Context: an optimization exercise on an open-source flow, tuned for small area, a short achievable clock period and few clock cycles. The choices shown serve that exercise and are no tape-out recipe. Only simulation tests tie the RTL to the original design; equivalence was not proved. Power and IR drop assume default switching activity.

==> run M: inputs <==
## dphy_tc
module dphy_tc (
    input  wire        clk,
    input  wire        rst,           
    input  wire        cmd_valid,
    output wire        cmd_ready,
    input  wire [31:0] cmd_data,
    output reg  [31:0] result,
    output reg         mmio_valid,
    output wire [15:0] mmio_addr,
    output reg  [31:0] mmio_data,
    output reg         rpt_valid,
    output wire [31:0] rpt_raw,
    output wire [31:0] rpt_rounded
);
==> flow/config.mk <==
export PLATFORM = sky130hd
export DESIGN_NAME = dphy_tc
export DESIGN_NICKNAME = dphy_tc
export VERILOG_FILES = /design/flow/design.v
export SDC_FILE = /design/flow/constraint.sdc
export NUM_CORES = 4
export LEC_CHECK = 0
export ABC_AREA = 1
export CAP_MARGIN = 20
export CORE_MARGIN = 2
export CORE_UTILIZATION = 40
export CTS_BUF_LIST = sky130_fd_sc_hd__clkbuf_8
export PLACE_DENSITY = 0.6
export SLEW_MARGIN = 20
==> flow/constraint.sdc <==
create_clock -name core_clock -period 10.0 [get_ports {clk}]
set_input_delay 2.0000 -clock core_clock [delete_from_list [all_inputs] [get_ports {clk}]]
set_output_delay 2.0000 -clock core_clock [all_outputs]
set_load 0.01 [all_outputs]
standard.sh (not shown) runs the stock make flow with config.mk's settings and CLKGATE_MAP_FILE= SYNTH_SCRIPT=/design/flow/synth_recipe.tcl, a recipe that flattens the netlist after the stock synthesis.
==> flow/flow/run.sh <==
#!/bin/bash
# Own layout flow: the standard flow (standard.sh runs the unchanged ORFS scripts from
# synthesis to the final layout), with two make settings added on its command line:
set -euo pipefail
bash standard.sh finish SETUP_SLACK_MARGIN=6.0 \
    "BUFFER_PORTS_ARGS=-buffer_cell sky130_fd_sc_hd__buf_2" > standard_flow.log 2>&1
==> inputs of run Y, as changes to run M <==
--- a/flow/design.v
+++ b/flow/design.v
@@ -36,15 +36,14 @@
     reg        busy;              
     reg        wr_act;            
     reg [1:0]  wr_ph;             
     reg [13:0] addr_q;
     wire        clamp   = (plan_raw > 16'd3996);
     wire [11:0] raw_eff = plan_raw[11:0] | {12{|plan_raw[15:12]}};
     wire [11:0] rom_in  = busy ? raw_eff : mode_raw;
-    wire [5:0]  d6      = cmd_data[5:0];       
     wire [64:0] pc_0 = rom_in[0] ? 65'd65536 : 65'd0;
     wire [64:0] pc_1 = rom_in[1] ? 65'd65536 : pc_0;
     wire [64:0] pc_2 = rom_in[2] ? 65'd65536 : pc_1;
     wire [64:0] pc_3 = rom_in[3] ? 65'd65536 : pc_2;
     wire [64:0] pc_4 = rom_in[0] ? 65'd144116287604326400 : 65'd65536;
     wire [64:0] pc_5 = rom_in[1] ? 65'd144116287604326400 : pc_4;
     wire [64:0] pc_6 = rom_in[2] ? 65'd144116287604326400 : pc_5;
@@ -1061,29 +1060,14 @@
     wire [34:0] pb_257 = raw_eff[6] ? pb_256 : 35'd6121617921;
     wire [34:0] pb_258 = raw_eff[7] ? pb_257 : 35'd6121617921;
     wire [34:0] pb_259 = raw_eff[8] ? pb_258 : 35'd6121617921;
     wire [34:0] pb_260 = raw_eff[9] ? 35'd6121486849 : pb_259;
     wire [34:0] pb_261 = raw_eff[10] ? 35'd6121486849 : pb_260;
     wire [34:0] pb_262 = raw_eff[11] ? pb_261 : pb_250;
     wire [34:0] pb = pb_262;
-    wire [27:0] mp_0 = d6[0] ? 28'd75525144 : 28'd151050288;
-    wire [27:0] mp_1 = d6[0] ? 28'd37762572 : 28'd50350096;
-    wire [27:0] mp_2 = d6[1] ? mp_1 : mp_0;
-    wire [27:0] mp_3 = d6[0] ? 28'd25175048 : 28'd28321929;
-    wire [27:0] mp_4 = d6[1] ? 28'd18881286 : mp_3;
-    wire [27:0] mp_5 = d6[2] ? mp_4 : mp_2;
-    wire [27:0] mp_6 = d6[0] ? 28'd12587524 : 28'd15734405;
-    wire [27:0] mp_7 = d6[1] ? 28'd12587524 : mp_6;
-    wire [27:0] mp_8 = d6[2] ? 28'd9440643 : mp_7;
-    wire [27:0] mp_9 = d6[3] ? mp_8 : mp_5;
-    wire [27:0] mp_10 = d6[3] ? 28'd3146881 : 28'd6293762;
-    wire [27:0] mp_11 = d6[4] ? mp_10 : mp_9;
-    wire [27:0] mp_12 = d6[4] ? 28'd0 : 28'd3146881;
-    wire [27:0] mp_13 = d6[5] ? mp_12 : mp_11;
-    wire [27:0] mp = mp_13;
     localparam [191:0] LO_TAB = 192'h0000000000009ac76351a2d1b358ec6a345ad63b1a8d1688;
     assign cmd_ready   = !busy && !wr_act;
     assign rpt_raw     = {16'd0, plan_raw};
     assign rpt_rounded = {15'd0, mmio_data[16:0]};
     assign mmio_addr   = {addr_q, 2'b00};
     wire [7:0]  op  = cmd_data[31:24];
     wire [7:0]  sel = cmd_data[23:16];
@@ -1133,20 +1117,32 @@
     wire [10:0] slot;
     genvar g;
     generate
         for (g = 0; g < 11; g = g + 1) begin : g_slot
             assign slot[g] = (sel[3:0] == g + 3);
         end
     endgenerate
-    wire [5:0]  pclk_calc = mp[5:0];
+    wire [5:0] d6 = imm[5:0];
+    wire [5:0] pclk_calc = (d6 == 6'd0)  ? 6'd48 :
+                           (d6 == 6'd1)  ? 6'd24 :
+                           (d6 == 6'd2)  ? 6'd16 :
+                           (d6 == 6'd3)  ? 6'd12 :
+                           (d6 == 6'd4)  ? 6'd9  :
+                           (d6 == 6'd5)  ? 6'd8  :
+                           (d6 <= 6'd7)  ? 6'd6  :
+                           (d6 == 6'd8)  ? 6'd5  :
+                           (d6 <= 6'd11) ? 6'd4  :
+                           (d6 <= 6'd15) ? 6'd3  :
+                           (d6 <= 6'd23) ? 6'd2  : 6'd1;
     wire [1:0]  m_fmt = imm[9:8];
     wire        m_cls = imm[10];
     wire        m_l   = imm[11];
     wire [10:0] pix = (m_fmt == 2'd0) ? {1'b0, pclk_calc, 4'd0} :
-                      (m_fmt == 2'd1) ? mp[16:6] : mp[27:17];
+                      (m_fmt == 2'd1) ? ({1'b0, pclk_calc, 4'd0} + {4'd0, pclk_calc, 1'b0}) :
+                                        ({1'b0, pclk_calc, 4'd0} + {2'd0, pclk_calc, 3'd0});
     wire [11:0] raw_calc = (m_cls && !m_l) ? {1'b0, pix} :
                            (!m_cls && m_l) ? {3'd0, pix[10:2]} : {2'd0, pix[10:1]};
     function [2:0] oh3(input [1:0] d);       
         oh3 = {d == 2'd2, d == 2'd1, (d == 2'd0) || (d == 2'd3)};
     endfunction
     function [2:0] add3(input [2:0] a, input [2:0] b);
         add3 = {(a[0] & b[2]) | (a[1] & b[1]) | (a[2] & b[0]),
==> flow/flow/run.sh (replaced) <==
#!/bin/bash
# Own layout flow: the standard flow (standard.sh runs the unchanged ORFS scripts from
# synthesis to the final layout), with two make settings added on its command line:
set -euo pipefail
bash standard.sh finish SETUP_SLACK_MARGIN=6.25 \
    "BUFFER_PORTS_ARGS=-buffer_cell sky130_fd_sc_hd__buf_2" > standard_flow.log 2>&1
==> run notes <==
Between run Y and run M, the lower final cell count is in run M (gap about 2.8%, measured against run M). Of run M and run Y, run M has the higher worst hold slack (gap 0.0059 ns). In run M the via count is lower than in run Y, by 3.0%. Against run M, the core utilization of run Y is higher by 2.6 points. Final area: run Y is higher than run M (about 6%). In run Y the synthesized cell count is larger than in run M, by 1.1%. In run M the sequential share of layout area is higher than in run Y, by 2.3 points. Between run Y and run M, the lower clock power is in run M (gap about 9%, measured against run M). Maximum frequency: run M is larger than run Y (0.45%).
==> figures <==
WL met1: run M 46670 um; run Y 47500 um
Average routed wire per standard cell: run M 26.59 um; run Y 26.11 um
Chip height: run M 257.8 um; run Y 258.7 um
Run status: run M no timing/DRC/antenna violations; run Y no timing/DRC/antenna violations
Area fraction in and, or, nand and nor cells after synthesis: run M 23.87%; run Y 25.29%
Starting utilization of the core area: run M 40.19%; run Y 40.34%
Post-route clock period utilization: run M 40.50%; run Y 40.68%
Post-Syn Area per Cell: run M 7.919 sq um; run Y 7.889 sq um
Number of global-route vias before repair: run M 23030; run Y 23900
Global routing met2 resource utilization: run M 52.54%; run Y 50.43%
Max_slew headroom: run M 25.64%; run Y 40.47%
Hold Path End: run M s9_val[1]; run Y s10_val[7]
Fill count: run M 6543; run Y 6383
Worst-margin pin slew: run M 1.107 ns; run Y 0.8897 ns
Multi-input gates: run M 2277; run Y 2358
Multi-input gate area in the final layout: run M 11930 sq um; run Y 12830 sq um
Fraction of layout cells with a size suffix above 1: run M 14.02%; run Y 18.90%
TritonCTS buffer count: run M 76; run Y 80
Most area-hungry cell class in the final design: run M flip-flops and latches; run Y multi-input combinational cells
Testbench counts of run M, summed over its fixed seeds: cycles 3,182.
Testbench counts of run Y, summed over its fixed seeds: cycles 3,182.

---

==> inputs of job 6460 <==
dphy_tc, a different RTL version from the one above (not shown whole).
clock: 10.0 ns
lec_check: 0
abc_area: 1
cap_margin: 20
core_margin: 2
core_utilization: 40
cts_buf_list: sky130_fd_sc_hd__clkbuf_8
place_density: 0.6
slew_margin: 20
==> flow/flow/run.sh <==
#!/bin/bash
# Own layout flow: the standard flow (standard.sh runs the unchanged ORFS scripts from
# synthesis to the final layout), with two make settings added on its command line:
set -euo pipefail
bash standard.sh finish SETUP_SLACK_MARGIN=6.25 \
    "BUFFER_PORTS_ARGS=-buffer_cell sky130_fd_sc_hd__buf_2" > standard_flow.log 2>&1
==> inputs of job 5363, as changes to job 6460 <==
==> flow/flow/run.sh (replaced) <==
#!/bin/bash
# Own layout flow: the standard flow (standard.sh runs the unchanged ORFS scripts from
# synthesis to the final layout), with two make settings added on its command line:
set -euo pipefail
bash standard.sh finish SETUP_SLACK_MARGIN=6.75 \
    "BUFFER_PORTS_ARGS=-buffer_cell sky130_fd_sc_hd__buf_2" > standard_flow.log 2>&1
==> inputs of job 7882, as changes to job 6460 <==
==> flow/flow/run.sh (replaced) <==
#!/bin/bash
# Own layout flow: the standard flow (standard.sh runs the unchanged ORFS scripts from
# synthesis to the final layout), with two make settings added on its command line:
set -euo pipefail
bash standard.sh finish SETUP_SLACK_MARGIN=6.5 \
    "BUFFER_PORTS_ARGS=-buffer_cell sky130_fd_sc_hd__buf_2" > standard_flow.log 2>&1
==> inputs of job 6135, as changes to job 6460 <==
--- a/flow/design.v
+++ b/flow/design.v
@@ -36,15 +36,14 @@
     reg        busy;              
     reg        wr_act;            
     reg [1:0]  wr_ph;             
     reg [13:0] addr_q;
     wire        clamp   = (plan_raw > 16'd3996);
     wire [11:0] raw_eff = plan_raw[11:0] | {12{|plan_raw[15:12]}};
     wire [11:0] rom_in  = busy ? raw_eff : mode_raw;
-    wire [5:0]  d6      = cmd_data[5:0];       
     wire [64:0] pc_0 = rom_in[0] ? 65'd65536 : 65'd0;
     wire [64:0] pc_1 = rom_in[1] ? 65'd65536 : pc_0;
     wire [64:0] pc_2 = rom_in[2] ? 65'd65536 : pc_1;
     wire [64:0] pc_3 = rom_in[3] ? 65'd65536 : pc_2;
     wire [64:0] pc_4 = rom_in[0] ? 65'd144116287604326400 : 65'd65536;
     wire [64:0] pc_5 = rom_in[1] ? 65'd144116287604326400 : pc_4;
     wire [64:0] pc_6 = rom_in[2] ? 65'd144116287604326400 : pc_5;
@@ -1061,29 +1060,14 @@
     wire [34:0] pb_257 = raw_eff[6] ? pb_256 : 35'd6121617921;
     wire [34:0] pb_258 = raw_eff[7] ? pb_257 : 35'd6121617921;
     wire [34:0] pb_259 = raw_eff[8] ? pb_258 : 35'd6121617921;
     wire [34:0] pb_260 = raw_eff[9] ? 35'd6121486849 : pb_259;
     wire [34:0] pb_261 = raw_eff[10] ? 35'd6121486849 : pb_260;
     wire [34:0] pb_262 = raw_eff[11] ? pb_261 : pb_250;
     wire [34:0] pb = pb_262;
-    wire [27:0] mp_0 = d6[0] ? 28'd75525144 : 28'd151050288;
-    wire [27:0] mp_1 = d6[0] ? 28'd37762572 : 28'd50350096;
-    wire [27:0] mp_2 = d6[1] ? mp_1 : mp_0;
-    wire [27:0] mp_3 = d6[0] ? 28'd25175048 : 28'd28321929;
-    wire [27:0] mp_4 = d6[1] ? 28'd18881286 : mp_3;
-    wire [27:0] mp_5 = d6[2] ? mp_4 : mp_2;
-    wire [27:0] mp_6 = d6[0] ? 28'd12587524 : 28'd15734405;
-    wire [27:0] mp_7 = d6[1] ? 28'd12587524 : mp_6;
-    wire [27:0] mp_8 = d6[2] ? 28'd9440643 : mp_7;
-    wire [27:0] mp_9 = d6[3] ? mp_8 : mp_5;
-    wire [27:0] mp_10 = d6[3] ? 28'd3146881 : 28'd6293762;
-    wire [27:0] mp_11 = d6[4] ? mp_10 : mp_9;
-    wire [27:0] mp_12 = d6[4] ? 28'd0 : 28'd3146881;
-    wire [27:0] mp_13 = d6[5] ? mp_12 : mp_11;
-    wire [27:0] mp = mp_13;
     localparam [191:0] LO_TAB = 192'h0000000000009ac76351a2d1b358ec6a345ad63b1a8d1688;
     assign cmd_ready   = !busy && !wr_act;
     assign rpt_raw     = {16'd0, plan_raw};
     assign rpt_rounded = {15'd0, mmio_data[16:0]};
     assign mmio_addr   = {addr_q, 2'b00};
     wire [7:0]  op  = cmd_data[31:24];
     wire [7:0]  sel = cmd_data[23:16];
@@ -1133,20 +1117,32 @@
     wire [10:0] slot;
     genvar g;
     generate
         for (g = 0; g < 11; g = g + 1) begin : g_slot
             assign slot[g] = (sel[3:0] == g + 3);
         end
     endgenerate
-    wire [5:0]  pclk_calc = mp[5:0];
+    wire [5:0] d6 = imm[5:0];
+    wire [5:0] pclk_calc = (d6 == 6'd0)  ? 6'd48 :
+                           (d6 == 6'd1)  ? 6'd24 :
+                           (d6 == 6'd2)  ? 6'd16 :
+                           (d6 == 6'd3)  ? 6'd12 :
+                           (d6 == 6'd4)  ? 6'd9  :
+                           (d6 == 6'd5)  ? 6'd8  :
+                           (d6 <= 6'd7)  ? 6'd6  :
+                           (d6 == 6'd8)  ? 6'd5  :
+                           (d6 <= 6'd11) ? 6'd4  :
+                           (d6 <= 6'd15) ? 6'd3  :
+                           (d6 <= 6'd23) ? 6'd2  : 6'd1;
     wire [1:0]  m_fmt = imm[9:8];
     wire        m_cls = imm[10];
     wire        m_l   = imm[11];
     wire [10:0] pix = (m_fmt == 2'd0) ? {1'b0, pclk_calc, 4'd0} :
-                      (m_fmt == 2'd1) ? mp[16:6] : mp[27:17];
+                      (m_fmt == 2'd1) ? ({1'b0, pclk_calc, 4'd0} + {4'd0, pclk_calc, 1'b0}) :
+                                        ({1'b0, pclk_calc, 4'd0} + {2'd0, pclk_calc, 3'd0});
     wire [11:0] raw_calc = (m_cls && !m_l) ? {1'b0, pix} :
                            (!m_cls && m_l) ? {3'd0, pix[10:2]} : {2'd0, pix[10:1]};
     function [2:0] oh3(input [1:0] d);       
         oh3 = {d == 2'd2, d == 2'd1, (d == 2'd0) || (d == 2'd3)};
     endfunction
     function [2:0] add3(input [2:0] a, input [2:0] b);
         add3 = {(a[0] & b[2]) | (a[1] & b[1]) | (a[2] & b[0]),
@@ -1168,62 +1164,51 @@
     wire [8:0]  t2 = pb[34:26];
     wire [11:0] ddr = clamp ? 12'd3996 : {rnd_calc[11:2], 2'b00};
     wire [9:0]  sum9  = c6 + c7 + c8 + 10'd2;
     wire [10:0] sum10 = {c8, 2'b00} + c4 + c5 + 11'd2;
     wire [9:0]  c9    = s9_en  ? {2'd0, s9_val}  : sum9;
     wire [10:0] c10   = s10_en ? {3'd0, s10_val} : sum10;
     wire        ovf   = c5[8] || (c9 > 10'd255) || (c10 > 11'd255);
-    wire [31:0] rd_src [0:28];
-    assign rd_src[5'h00] = {26'd0, plan_pclk};
-    assign rd_src[5'h01] = {16'd0, plan_raw};
-    assign rd_src[5'h02] = {20'd0, ddr};
-    assign rd_src[5'h03] = {24'd0, c0};
-    assign rd_src[5'h04] = {24'd0, c1};
-    assign rd_src[5'h05] = {24'd0, c2};
-    assign rd_src[5'h06] = {24'd0, c3};
-    assign rd_src[5'h07] = {24'd0, c4};
-    assign rd_src[5'h08] = {23'd0, c5};
-    assign rd_src[5'h09] = {24'd0, c6};
-    assign rd_src[5'h0A] = {24'd0, c7};
-    assign rd_src[5'h0B] = {24'd0, c8};
-    assign rd_src[5'h0C] = {22'd0, c9};
-    assign rd_src[5'h0D] = {21'd0, c10};
-    assign rd_src[5'h0E] = img0;
-    assign rd_src[5'h0F] = img1;
-    assign rd_src[5'h10] = {24'd0, img2};
-    assign rd_src[5'h11] = {16'd0, img3};
-    assign rd_src[5'h12] = stg;
-    assign rd_src[5'h13] = {23'd0, bp};
-    assign rd_src[5'h14] = {23'd0, t0};
-    assign rd_src[5'h15] = {23'd0, t1};
-    assign rd_src[5'h16] = {23'd0, t2};
-    assign rd_src[5'h17] = 32'd130;
-    assign rd_src[5'h18] = 32'd60;
-    assign rd_src[5'h19] = 32'd270;
-    assign rd_src[5'h1A] = 32'd90;
-    assign rd_src[5'h1B] = 32'd130;
-    assign rd_src[5'h1C] = {21'd0, ovr_en};
-    wire [28:0] rd_hit;
-    reg  [31:0] rd_value;
-    integer k;
-    generate
-        for (g = 0; g < 29; g = g + 1) begin : g_rd
-            if (g >= 5'h0E && g <= 5'h11)
-                assign rd_hit[g] = (sel[4:0] == g) && img_any;
-            else if (g == 5'h12 || g == 5'h1C)
-                assign rd_hit[g] = (sel[4:0] == g);
-            else
-                assign rd_hit[g] = (sel[4:0] == g) && plan_valid;
-        end
-    endgenerate
+    reg [31:0] rd_mux;
     always @(*) begin
-        rd_value = 32'd0;
-        for (k = 0; k < 29; k = k + 1)
-            rd_value = rd_value | ({32{rd_hit[k]}} & rd_src[k]);
+        case (sel[4:0])
+            5'h00: rd_mux = {26'd0, plan_pclk};
+            5'h01: rd_mux = {16'd0, plan_raw};
+            5'h02: rd_mux = {20'd0, ddr};
+            5'h03: rd_mux = {24'd0, c0};
+            5'h04: rd_mux = {24'd0, c1};
+            5'h05: rd_mux = {24'd0, c2};
+            5'h06: rd_mux = {24'd0, c3};
+            5'h07: rd_mux = {24'd0, c4};
+            5'h08: rd_mux = {23'd0, c5};
+            5'h09: rd_mux = {24'd0, c6};
+            5'h0A: rd_mux = {24'd0, c7};
+            5'h0B: rd_mux = {24'd0, c8};
+            5'h0C: rd_mux = {22'd0, c9};
+            5'h0D: rd_mux = {21'd0, c10};
+            5'h0E: rd_mux = img0;
+            5'h0F: rd_mux = img1;
+            5'h10: rd_mux = {24'd0, img2};
+            5'h11: rd_mux = {16'd0, img3};
+            5'h12: rd_mux = stg;
+            5'h13: rd_mux = {23'd0, bp};
+            5'h14: rd_mux = {23'd0, t0};
+            5'h15: rd_mux = {23'd0, t1};
+            5'h16: rd_mux = {23'd0, t2};
+            5'h17: rd_mux = 32'd130;
+            5'h18: rd_mux = 32'd60;
+            5'h19: rd_mux = 32'd270;
+            5'h1A: rd_mux = 32'd90;
+            5'h1B: rd_mux = 32'd130;
+            default: rd_mux = {21'd0, ovr_en};
+        endcase
     end
+    wire rd_plan = (sel[4:0] <= 5'h0D) || ((sel[4:0] >= 5'h13) && (sel[4:0] <= 5'h1B));
+    wire rd_img  = (sel[4:1] == 4'b0111) || (sel[4:1] == 4'b1000);
+    wire [31:0] rd_value = ((rd_plan && !plan_valid) || (rd_img && !img_any)) ? 32'd0 : rd_mux;
     wire [31:0] status_word = {20'd0, plan_ovr_used, img_valid, plan_valid, mode_valid, status};
     wire [7:0] st_set = {wrstg_ok ? 1'b0 : do_wrstg,
                          pack_ok && ovf,
                          do_write && !img_valid,
                          do_pack && !plan_valid,
                          (do_compute && mode_valid && mode_big) || (do_calc && imm0),
                          do_compute && !mode_valid,
- CORE_UTILIZATION: 40 -> 50
- PLACE_DENSITY: 0.6 -> 0.65
==> summary of the runs <==
Worst setup slack, highest first: job 7882, job 5363, job 6460, job 6135.
Sequential cell count is the same in job 7882 and job 6460.
Between job 6135 and job 6460, the lower synthesized cell count is in job 6460 (gap 4.2%, measured against job 6460).
In clock power, job 7882 and job 5363 hardly differ.
In job 7882 the clock skew is higher than in job 5363, by 0.016 ns.
Testbench counts of job 6460, summed over its fixed seeds: cycles 3,182.
Testbench counts of job 5363, summed over its fixed seeds: cycles 3,182.
Testbench counts of job 7882, summed over its fixed seeds: cycles 3,182.
Testbench counts of job 6135, summed over its fixed seeds: cycles 3,182.

[re-timing with driven ports]
The results above use ideal ports. As a check the final layouts listed here were re-extracted and re-timed, cells and wires unchanged.
Step 1 assumes that a clkbuf_16 drives the clock port and a buf_2 every other input.
Step 2, shift: input delay + t, output delay - t, t = (earliest + latest rising clock arrival at the registers) / 2. This alone moves slack from input paths to output paths.
Three values: ideal ports, drivers, drivers and shift; two values: the first two.
run	shift t [ns]	setup slack, ns	slew at the worst register clock pin (ns)
run M	0.738	5.950 / 5.961 / 5.223	0.07 / 0.07
run Y	0.726	5.932 / 5.960 / 5.234	0.07 / 0.07
job 6460	0.740	6.165 / 6.156 / 5.415	0.07 / 0.07
job 5363	0.747	6.346 / 6.376 / 5.629	0.07 / 0.07
job 7882	0.740	6.480 / 6.420 / 5.759	0.08 / 0.08
job 6135	0.760	5.950 / 5.985 / 5.226	0.08 / 0.08
After both steps every run listed still meets setup and hold. For job 6460, which loses most, drivers alone change the setup slack by -0.009 ns; drivers and shift together by -0.750 ns.
